What follows belongs to an exercise in optimizing a design on an open flow for small area, a short achievable clock period and few clock cycles per item; a production flow would make more cautious choices.
Function was checked by simulation only, so behaviour that the tests miss may differ from the original.
Power figures rest on the tool's default switching activity, not on a simulated workload. The flow treats the clock pin as an ideal source, which a real chip does not have.

==> flow/design.v (excerpt) <==
module rh_framer (
    input  wire       clk,
    input  wire       rst,
    input  wire       cmd_valid,
    input  wire [7:0] cmd_data,
    input  wire       cmd_last,
    output wire       cmd_ready,
    output wire       rsp_valid,
    output wire [7:0] rsp_data,
    output wire       rsp_last,
    input  wire       rsp_ready
);
clock: 10.0 ns
lec_check: 0
cap_margin: 20
core_margin: 2
core_utilization: 66
cts_cluster_diameter: 80
cts_cluster_size: 30
place_density: 0.76
slew_margin: 20
standard.sh (not shown) runs the stock make flow with config.mk's settings and CLKGATE_MAP_FILE= SYNTH_SCRIPT=/design/flow/synth_recipe.tcl, a recipe that flattens the netlist after the stock synthesis.
==> flow/flow/run.sh <==
#!/bin/bash
set -euo pipefail
export SETUP_SLACK_MARGIN=6.8
export CTS_ARGS="-sink_clustering_enable -repair_clock_nets -sink_clustering_size 30 -sink_clustering_max_diameter 80 -dont_use_dummy_load"
bash standard.sh synth > synth.log 2>&1
bash standard.sh finish > layout.log 2>&1
Testbench counts at the start, summed over its fixed seeds: cycles 46,086, items 12,000.
Next try:
==> flow/flow/run.sh (replaced) <==
#!/bin/bash
set -euo pipefail
export SETUP_SLACK_MARGIN=7.0
export CTS_ARGS="-sink_clustering_enable -repair_clock_nets -sink_clustering_size 30 -sink_clustering_max_diameter 80 -dont_use_dummy_load"
bash standard.sh synth > synth.log 2>&1
bash standard.sh finish > layout.log 2>&1
--- a/flow/config.mk
+++ b/flow/config.mk
@@ -9,6 +9,6 @@
 export CORE_MARGIN = 2
-export CORE_UTILIZATION = 66
+export CORE_UTILIZATION = 62
 export CTS_CLUSTER_DIAMETER = 80
 export CTS_CLUSTER_SIZE = 30
-export PLACE_DENSITY = 0.76
+export PLACE_DENSITY = 0.72
 export SLEW_MARGIN = 20
The changed run finished with timing, DRC and antenna clean.
Global-route usage falls by 1.8 points.
Synthesized area stays the same.
Routed wire length falls by 1.7%.
Cell area rises by 0.80%.
Sequential share of layout area falls by 0.59 points.
Setup slack loses 0.055 ns.
Final cell count rises by 2.3%.
Fmax falls by 1.7%.
Next try:
==> flow/flow/run.sh (replaced) <==
#!/bin/bash
set -euo pipefail
export SETUP_SLACK_MARGIN=6.8
export CTS_ARGS="-sink_clustering_enable -repair_clock_nets -sink_clustering_size 30 -sink_clustering_max_diameter 80 -dont_use_dummy_load"
bash standard.sh synth > synth.log 2>&1
bash standard.sh finish > layout.log 2>&1
Final area went down by about 0.7%.
Setup slack improves by 0.021 ns.
Total power barely changes.
Hold slack degrades by 0.016 ns.
Count of clock-buffer cells in the layout stays the same.
Sequential share of layout area went up by 0.51 points.
Die area is unchanged.
Synthesized cell count is unchanged.


## T
rh_framer, a different RTL version from the one above (not shown whole).
Size: ~7000 cells after synthesis.
Settings: LEC_CHECK=0, CAP_MARGIN=20, CORE_MARGIN=2, CORE_UTILIZATION=50, CTS_CLUSTER_DIAMETER=60, CTS_CLUSTER_SIZE=25, PLACE_DENSITY=0.6, SLEW_MARGIN=20; clock period 10.0 ns.
==> flow/flow/run.sh <==
#!/bin/bash
# Layout flow: the standard flow (standard synthesis, floorplan, placement,
# CTS, routing, finish) unchanged, except that timing repair aims at a setup
# slack of 6.5 ns, i.e. it keeps optimising paths longer than 3.5 ns although
# the 10 ns clock constraint is already met. Constraints are the standard flow's.
set -euo pipefail
export SETUP_SLACK_MARGIN=7.2
bash standard.sh synth > synth.log 2>&1
bash standard.sh finish > layout.log 2>&1
Testbench counts of T, summed over its fixed seeds: cycles 45,306, items 12,000.
### T -> Q
diff --git a/flow/flow/run.sh b/flow/flow/run.sh
--- a/flow/flow/run.sh
+++ b/flow/flow/run.sh
@@ -6,3 +6,3 @@
 set -euo pipefail
-export SETUP_SLACK_MARGIN=7.2
+export SETUP_SLACK_MARGIN=6.5
 bash standard.sh synth > synth.log 2>&1
==> comparison <==
Summary: net switching power of the design, Q better than T
TritonCTS buffer count was higher in Q than in T.
Part of the power in the clock network in Q is 0.2 points above T.
Looking at final worst-path setup slack across both flows, Q is the stronger of the two, with T trailing.
Q completed every stage of the flow, and the final layout passed the timing, design-rule and antenna checks.

[port drivers added, routing unchanged]
In the flow no input, the clock included, has a driving cell. The finished layouts below were timed again as built, in two steps.
Step 1 (the two cells are an assumption about what drives the block):
set clk [get_ports {clk}]
set_driving_cell -lib_cell sky130_fd_sc_hd__clkbuf_16 $clk
set_driving_cell -lib_cell sky130_fd_sc_hd__buf_2 [delete_from_list [all_inputs] $clk]
Step 2 times the ports against the registers' clock, not the clock port: input delays grow and output delays shrink by t, the midpoint of the rising clock arrivals with the driver on.
Slacks: no drivers / after step 1 / after step 2; pairs: no drivers / after step 1.
run	t (ns)	setup slack, ns	pins driven straight from the clock port
the first run of note 1	0.831	6.774 / 6.695 / 6.213	1
the second run of note 1	0.839	6.719 / 6.642 / 6.356	1
the third run of note 1	0.857	6.741 / 6.660 / 6.145	1
T	0.940	6.378 / 6.378 / 6.378	1
Q	0.938	6.405 / 6.405 / 6.100	1
After both steps every run listed still meets setup and hold. The setup slack of the third run of note 1, which loses most, moves by -0.081 ns with the drivers and by -0.596 ns with both steps.
